Background: an optimization exercise with open tools, aiming at small area. Do not read the settings as production practice.
Only simulation tests tie the RTL to the original design; equivalence was not proved.

**design.v**
```verilog
module adsb_nl (
    input  wire [31:0] lat,
    output reg  [5:0]  nl
);
    localparam [31:0] LAT_87 = 32'd1037950430;   
    function [31:0] nl_threshold(input [5:0] k);
        case (k)
      6'd3: nl_threshold = 32'd1032407177;
      6'd4: nl_threshold = 32'd1023101966;
      6'd5: nl_threshold = 32'd1012796976;
      6'd6: nl_threshold = 32'd1002060437;
      6'd7: nl_threshold = 32'd991087498;
      6'd8: nl_threshold = 32'd979963238;
      6'd9: nl_threshold = 32'd968730034;
      6'd10: nl_threshold = 32'd957410632;
      6'd11: nl_threshold = 32'd946017636;
      6'd12: nl_threshold = 32'd934557930;
      6'd13: nl_threshold = 32'd923034936;
      6'd14: nl_threshold = 32'd911449850;
      6'd15: nl_threshold = 32'd899802360;
      6'd16: nl_threshold = 32'd888091077;
      6'd17: nl_threshold = 32'd876313802;
      6'd18: nl_threshold = 32'd864467698;
      6'd19: nl_threshold = 32'd852549394;
      6'd20: nl_threshold = 32'd840555054;
      6'd21: nl_threshold = 32'd828480416;
      6'd22: nl_threshold = 32'd816320814;
      6'd23: nl_threshold = 32'd804071180;
      6'd24: nl_threshold = 32'd791726040;
      6'd25: nl_threshold = 32'd779279499;
      6'd26: nl_threshold = 32'd766725216;
      6'd27: nl_threshold = 32'd754056370;
      6'd28: nl_threshold = 32'd741265620;
      6'd29: nl_threshold = 32'd728345060;
      6'd30: nl_threshold = 32'd715286153;
      6'd31: nl_threshold = 32'd702079665;
      6'd32: nl_threshold = 32'd688715585;
      6'd33: nl_threshold = 32'd675183027;
      6'd34: nl_threshold = 32'd661470113;
      6'd35: nl_threshold = 32'd647563848;
      6'd36: nl_threshold = 32'd633449950;
      6'd37: nl_threshold = 32'd619112672;
      6'd38: nl_threshold = 32'd604534562;
      6'd39: nl_threshold = 32'd589696198;
      6'd40: nl_threshold = 32'd574575848;
      6'd41: nl_threshold = 32'd559149056;
      6'd42: nl_threshold = 32'd543388133;
      6'd43: nl_threshold = 32'd527261513;
      6'd44: nl_threshold = 32'd510732935;
      6'd45: nl_threshold = 32'd493760396;
      6'd46: nl_threshold = 32'd476294774;
      6'd47: nl_threshold = 32'd458278008;
      6'd48: nl_threshold = 32'd439640620;
      6'd49: nl_threshold = 32'd420298293;
      6'd50: nl_threshold = 32'd400147003;
      6'd51: nl_threshold = 32'd379055882;
      6'd52: nl_threshold = 32'd356856387;
      6'd53: nl_threshold = 32'd333325099;
      6'd54: nl_threshold = 32'd308154920;
      6'd55: nl_threshold = 32'd280903326;
      6'd56: nl_threshold = 32'd250890454;
      6'd57: nl_threshold = 32'd216970575;
      6'd58: nl_threshold = 32'd176907011;
      6'd59: nl_threshold = 32'd124917588;
            default: nl_threshold = 32'd0;
        endcase
    endfunction
    wire [31:0] alat = lat[31] ? (~lat + 32'd1) : lat;
    integer k;
    always @* begin
        if (alat >= LAT_87) begin
            nl = 6'd1;
        end else begin
            nl = 6'd2;
            for (k = 3; k <= 59; k = k + 1)
                if (alat <= nl_threshold(k[5:0]))
                    nl = k[5:0];
        end
    end
endmodule
module adsb_cpr (
    input  wire [31:0] lat,
    input  wire [31:0] lon,
    input  wire        p,
    input  wire        surface,
    output wire [16:0] yz,
    output wire [16:0] xz
);
    wire [5:0] nz = p ? 6'd59 : 6'd60;
    wire [5:0] nl;
    adsb_nl u_nl (.lat(lat), .nl(nl));
    wire [5:0] nlon = (nl > {5'd0, p}) ? (nl - {5'd0, p}) : 6'd1;
    wire [31:0] lat_frac = lat * {26'd0, nz};
    wire [31:0] lon_frac = lon * {26'd0, nlon};
    function [16:0] cpr_round(input [31:0] frac, input surf);
        reg [31:0] t;
        begin
            if (!surf) begin
                t = frac + 32'h0000_4000;
                cpr_round = t[31:15];
            end else begin
                t = {frac[29:0], 2'b00} + 32'h0000_1000;
                cpr_round = t[29:13];
            end
        end
    endfunction
    assign yz = cpr_round(lat_frac, surface);
    assign xz = cpr_round(lon_frac, surface);
endmodule
module adsb_encoder (
    input  wire         clk,
    input  wire         rst,
    input  wire         in_valid,
    output wire         in_ready,
    input  wire [1:0]   op,
    input  wire [23:0]  icao,
    input  wire [2:0]   ca,
    input  wire [4:0]   tc,
    input  wire [1:0]   ss,
    input  wire         nicsb,
    input  wire         tbit,
    input  wire         surface,
    input  wire [31:0]  alt,       
    input  wire [31:0]  lat,       
    input  wire [31:0]  lon,       
    input  wire [63:0]  name,      
    input  wire [87:0]  msg,       
    output wire         out_valid,
    input  wire         out_ready,
    output wire [111:0] frame_e,   
    output wire [111:0] frame_o,
    output wire [7:0]   diag,
    output wire [23:0]  crc,
    output wire         err
);
    localparam [1:0] OP_POS = 2'd0, OP_ID = 2'd1, OP_CRC = 2'd2;
    localparam [1:0] S_IDLE = 2'd0, S_CALC = 2'd1, S_CRC = 2'd2, S_DONE = 2'd3;
    localparam [23:0] GEN = 24'hFFF409;    
    localparam [2:0]  EC  = 3'd0;
    reg [1:0] state;
    reg [1:0]  op_r;
    reg [23:0] icao_r;
    reg [2:0]  ca_r;
    reg [4:0]  tc_r;
    reg [1:0]  ss_r;
    reg        nicsb_r, tbit_r, surface_r;
    reg [31:0] alt_r, lat_r, lon_r;
    reg [63:0] name_r;
    reg [87:0] msg_r;
    assign in_ready = (state == S_IDLE);
    always @(posedge clk) begin
        if (in_valid && in_ready) begin
            op_r      <= op;
            icao_r    <= icao;
            ca_r      <= ca;
            tc_r      <= tc;
            ss_r      <= ss;
            nicsb_r   <= nicsb;
            tbit_r    <= tbit;
            surface_r <= surface;
            alt_r     <= alt;
            lat_r     <= lat;
            lon_r     <= lon;
            name_r    <= name;
            msg_r     <= msg;
        end
    end
    wire signed [32:0] alt_ofs = $signed({alt_r[31], alt_r}) + 33'sd1000;
    wire signed [32:0] alt_q   = alt_ofs / 33'sd25;
    wire signed [32:0] alt_rem = alt_ofs - alt_q * 33'sd25;
    wire signed [32:0] alt_fl  = (alt_rem < 0) ? alt_q - 33'sd1 : alt_q;
    wire [11:0] alt_n  = alt_fl[11:0];
    wire [12:0] altcode = {alt_n[10:5], 1'b0, alt_n[4], 1'b1, alt_n[3:0]};
    wire [11:0] alt12  = altcode[11:0];
    wire [16:0] yz_e, xz_e, yz_o, xz_o;
    adsb_cpr u_cpr_e (.lat(lat_r), .lon(lon_r), .p(1'b0), .surface(surface_r),
                      .yz(yz_e), .xz(xz_e));
    adsb_cpr u_cpr_o (.lat(lat_r), .lon(lon_r), .p(1'b1), .surface(surface_r),
                      .yz(yz_o), .xz(xz_o));
    wire [87:0] pos_e = {5'd17, ca_r, icao_r, tc_r, ss_r, nicsb_r, alt12,
                         tbit_r, 1'b0, yz_e, xz_e};
    wire [87:0] pos_o = {5'd17, ca_r, icao_r, tc_r, ss_r, nicsb_r, alt12,
                         tbit_r, 1'b1, yz_o, xz_o};
    function [6:0] char_code(input [7:0] ch);
        begin
            if (ch >= 8'h30 && ch <= 8'h39)
                char_code = {1'b0, ch[5:0]};
            else if (ch >= 8'h41 && ch <= 8'h5A)
                char_code = {1'b0, ch[5:0]};           
            else if (ch >= 8'h61 && ch <= 8'h7A)
                char_code = {2'b00, ch[4:0]};          
            else if (ch == 8'h5F)
                char_code = {1'b0, 6'd32};
            else
                char_code = {1'b1, 6'd32};
        end
    endfunction
    reg [47:0] id_chars;
    reg [7:0]  id_diag;
    integer i;
    always @* begin
        for (i = 0; i < 8; i = i + 1) begin
            {id_diag[i], id_chars[47 - 6*i -: 6]} = char_code(name_r[63 - 8*i -: 8]);
        end
    end
    wire [87:0] id_msg = {5'd17, ca_r, icao_r, 5'd1, EC, id_chars};
    reg [87:0] msg_e, msg_o;       
    reg [87:0] sh_e, sh_o;         
    reg [23:0] crc_e, crc_o;
    reg [6:0]  bit_cnt;
    reg [7:0]  diag_r;
    reg        err_r;
    function [23:0] crc_step(input [23:0] r, input b);
        begin
            crc_step = {r[22:0], 1'b0} ^ ((b ^ r[23]) ? GEN : 24'd0);
        end
    endfunction
    always @(posedge clk) begin
        if (rst) begin
            state <= S_IDLE;
        end else begin
            case (state)
                S_IDLE: begin
                    if (in_valid)
                        state <= S_CALC;
                end
                S_CALC: begin
                    case (op_r)
                        OP_POS:  msg_e <= pos_e;
                        OP_ID:   msg_e <= id_msg;
                        default: msg_e <= msg_r;
                    endcase
                    case (op_r)
                        OP_POS:  sh_e <= pos_e;
                        OP_ID:   sh_e <= id_msg;
                        default: sh_e <= msg_r;
                    endcase
                    msg_o   <= pos_o;
                    sh_o    <= pos_o;
                    crc_e   <= 24'd0;
                    crc_o   <= 24'd0;
                    bit_cnt <= 7'd0;
                    diag_r  <= id_diag;
                    err_r   <= (op_r == 2'd3);
                    state   <= S_CRC;
                end
                S_CRC: begin
                    crc_e   <= crc_step(crc_e, sh_e[87]);
                    crc_o   <= crc_step(crc_o, sh_o[87]);
                    sh_e    <= {sh_e[86:0], 1'b0};
                    sh_o    <= {sh_o[86:0], 1'b0};
                    bit_cnt <= bit_cnt + 7'd1;
                    if (bit_cnt == 7'd87)
                        state <= S_DONE;
                end
                S_DONE: begin
                    if (out_ready)
                        state <= S_IDLE;
                end
            endcase
        end
    end
    assign out_valid = (state == S_DONE);
    assign frame_e   = {msg_e, crc_e};
    assign frame_o   = {msg_o, crc_o};
    assign crc       = crc_e;
    assign diag      = diag_r;
    assign err       = err_r;
endmodule
```
**run.sh**
```bash
#!/bin/bash
# synth_recipe.tcl (not shown) runs the flow's synth.tcl, then flattens the netlist and writes it again
# the make line also repeats each setting of config.mk as NAME=value (left out here)
make -C /OpenROAD-flow-scripts/flow DESIGN_CONFIG=/design/flow/config.mk WORK_HOME=/design/flow/orfs CLKGATE_MAP_FILE= SYNTH_SCRIPT=/design/flow/synth_recipe.tcl finish
```
**config.mk**
```make
export PLATFORM = sky130hd
export DESIGN_NAME = adsb_encoder
export DESIGN_NICKNAME = adsb_encoder
export VERILOG_FILES = /design/flow/design.v
export SDC_FILE = /design/flow/constraint.sdc
export NUM_CORES = 4
export LEC_CHECK = 0
export CAP_MARGIN = 20
export CORE_MARGIN = 2
export CORE_UTILIZATION = 40
export PLACE_DENSITY = 0.6
export SLEW_MARGIN = 20
```
**constraint.sdc**
```tcl
create_clock -name core_clock -period 34.0 [get_ports {clk}]
set_input_delay 6.8000 -clock core_clock [delete_from_list [all_inputs] [get_ports {clk}]]
set_output_delay 6.8000 -clock core_clock [all_outputs]
set_load 0.01 [all_outputs]
```
==> results.txt <==
==> critical path, delay by kind of cell (launching register included) <==
family	cells	cell delay, ns
compound gates	56	16.49
xor+xnor	9	3.94
fa+ha+maj	7	2.52
buf+inv	7	0.82
flops	1	0.57
mux	2	0.67
simple gates	27	4.91
==> cell usage in the layout (no fill, tap or decap), drive strengths merged, types with 20 or more instances in the layout <==
| master | instances |
|---|---|
| edfxtp | 695 |
| nand2 | 618 |
| clkdlybuf4s50 | 541 |
| inv | 489 |
| nor2 | 402 |
| fa | 377 |
| ha | 302 |
| o21ai | 300 |
| a21oi | 297 |
| xnor2 | 252 |
| mux2 | 202 |
| nor3 | 185 |
| and2 | 134 |
| nand3 | 124 |
| buf | 113 |
| xor2 | 101 |
| clkbuf | 99 |
| o21a | 76 |
| nand4 | 75 |
| nor4 | 70 |
| nor2b | 67 |
| and3 | 61 |
| a31oi | 60 |
| mux2i | 60 |
| a211oi | 44 |
| or2 | 44 |
| a21o | 43 |
| nand2b | 43 |
| o211ai | 43 |
| o31ai | 42 |
| clkinv | 38 |
| or3 | 37 |
| a22oi | 36 |
| nor3b | 32 |
| o22ai | 28 |
| a22o | 24 |
| a211o | 20 |
==> per-layer routing <==
metal | global-route usage, % | wire (um) | vias up
li1 | - | - | 22500
met1 | 38.1 | 92200 | 25100
met2 | 45.5 | 102000 | 2248
met3 | 6.99 | 19400 | 456
met4 | 9.91 | 8910 | 16
met5 | 0 | 104 | -
==> sequential cells by signal, summed over array words and instances (netlist names), 7 cells and up <==
name     cells
msg_e       88
icao_r      24
alt_r       32
diag_r       8
lat_r       32
sh_o        88
sh_e        88
lon_r       32
frame_o     80
bit_cnt      7
msg_r       88
crc_o       24
crc_e       24
name_r      64
==> through the flow <==
step | hold WS [ns] | util (%) | area, sq um | std cells
floorplan | 0.440 | - | 59900 | 5982
global placement | 0.457 | 45.6 | 67600 | 8308
detailed placement | 0.459 | 45.6 | 67600 | 8308
CTS | 0.469 | 47.4 | 70300 | 8455
global route | 0.489 | 47.5 | 70300 | 8457
finish | 0.470 | 47.5 | 70400 | 8458
==> kinds of logic (layout without fill, tap and decap cells) <==
group,after synthesis,count (layout),share of synthesized area (%)
AO/OA/AOI/OAI,1263,1263,14.6
XOR/XNOR,353,353,5.29
adder cells (fa/ha/maj),686,686,19.0
buffers and inverters,744,1288,4.97
flip-flops,697,697,34.9
multiplexers,262,262,4.82
other,2,10,0.0126
AND/OR/NAND/NOR,1969,1969,16.3
==> area by class of cell <==
class / instances / area, sq um / area share [%]
multi-input combinational: 4541 / 36200 / 51.5
sequential: 697 / 20900 / 29.7
timing repair buffer: 655 / 6280 / 8.93
tap: 1930 / 2410 / 3.43
clock buffer: 98 / 2090 / 2.97
inverter: 486 / 1820 / 2.59
clock inverter: 49 / 577 / 0.820
antenna: 2 / 5.00 / 0.00711
==> final timing paths <==
check | start | cells after the start | to
max | alt_r[3] | 108 | sh_o[43]
min | ca_r[2] | 0 | frame_o[106]
max reg2reg | alt_r[3] | 108 | sh_o[43]
min reg2reg | ca_r[2] | 0 | frame_o[106]
==> results_dict.tcl <==
set metrics [dict create \
    status "timing/DRC/antenna clean" \
    critPathArrivalTime_ns 30.67 \
    clock-root-buffer "clkbuf_16" \
    clock_path_buffers 3 \
    cts_resized 0 \
    grt_pass1_wl_um 328000 \
    start_util_pct 40.4 \
    drc_errors 0 \
    timing.final.crit_share_pct 88.8 \
    fill_cells 13800 \
    ys.flop_type "edfxtp_1" \
    max_slew_margin_pct 19.6 \
    h-tree-depth 3 \
    grt_max_degree 164 \
    setup_violations 0 \
    port_buffers 541 \
    slew_viol_final 0 \
    numCtsBuffers 81 \
    gr-total-overflow 0 \
    clkTransAtPathRegs_ns 0.06 \
    period_minus_slack_ns 30.19 \
    drv_cap 0 \
    drive_gt1_share_pct 9.45 \
    area_growth_pct 17.6 \
    grt_usage_pct 28.6 \
    routed_wl_um 223000 \
    vias_per_cell 5.94 \
    cpPeakStageDelay_ns 0.78 \
    synth_edf_count 695 \
    synth_most_common_cell "edfxtp_1" \
    die_w_um 391 \
    fin_setup_tns_ns 0 \
    num_io_pins 550 \
    ff2ff_setup_slack_ns 3.81 \
    synth-seq-area-share_pct 34.9 \
    min_path_type "reg2reg" \
    clock-sinks 697 \
    ys_warn_count 3 \
    rsz0062_at_grt "false" \
    fin_nets 7432 \
    synth-async-reset-ratio_pct 0 \
    worstMarginPinSlew_ns 1.21 \
    dieArea_sq_um 153000 \
    core_area_sq_um 148000 \
    postCtsSetupRepairBufs 0 \
    post-dp-hpwl_um 170000 \
    crit_slowest_cell "xor2_1" \
    ys_types 136 \
    antenna_found_initial 12 \
    postLayoutSetupSlackWorst_ns 3.81 \
    synth_top_area_share_pct 34.9 \
    vias 50300 \
    fin_skew_ns 0.0790 \
    syn_inst 5976 \
    grt_pass1_vias 49800 \
    firstDrtPassIters 9 \
    cts_tree "done" \
    startpoint_type "register" \
    synth_area_sq_um 59800 \
    syn_area_per_cell_sq_um 10.0 \
    die_h_um 391 \
    worstSetupPathType "reg2reg" \
    ant_nets 0 \
    worst-path-max-fanout 17 \
    gp_congestion 1.09 \
    clk_latency_ns 0.74 \
    ys_top_cells_by_count "edfxtp_1, nand2_1, inv_1" \
    cp.required_ns 34.49 \
    timing.fmax_mhz 33.1 \
    synth_top_cell_by_area "edfxtp_1" \
    cp_common_cell "a21oi_1" \
    ctsHoldBuffers 0 \
    ys_top_cells_by_area "edfxtp_1, fa_1, ha_1, nand2_1, mux2_2" \
    ys_ff_latch 697 \
    wl_per_cell_um 26.3 \
    finalHoldViolCount 0 \
    rows 141 \
    post-place-ws_ns 4.27 \
    end_kind "register" \
    drtIter0Drc 4992 \
]

==> afterwards: timing with drivers on the ports <==
The flow's constraints put no driver on any port. The routed layout listed below was extracted and timed again, unchanged, in two steps. Step 1 (the two cells are an assumption about what drives the block):
set clk [get_ports {clk}]
set_driving_cell -lib_cell sky130_fd_sc_hd__clkbuf_16 $clk
set_driving_cell -lib_cell sky130_fd_sc_hd__buf_2 [delete_from_list [all_inputs] $clk]
Step 2 moves the port delays by t, midway between the first and last clock arrival at a register: inputs arrive t later, outputs are due t later. That takes back most of the time a late clock gives input paths. a / b / c = ideal ports / drivers / drivers and shift; a / b = the first two.
t, ns: 0.778
setup slack, ns: 3.815 / 3.815 / 3.815
worst hold slack (ns): 0.470 / 0.470 / 0.470
latest minus earliest clock arrival (ns): 0.086 / 0.085
slew at the worst register clock pin (ns): 0.07 / 0.07
After both steps setup and hold are still met in this run. The setup slack of this run moves by 0.000 ns with the drivers and by 0.000 ns with both steps.
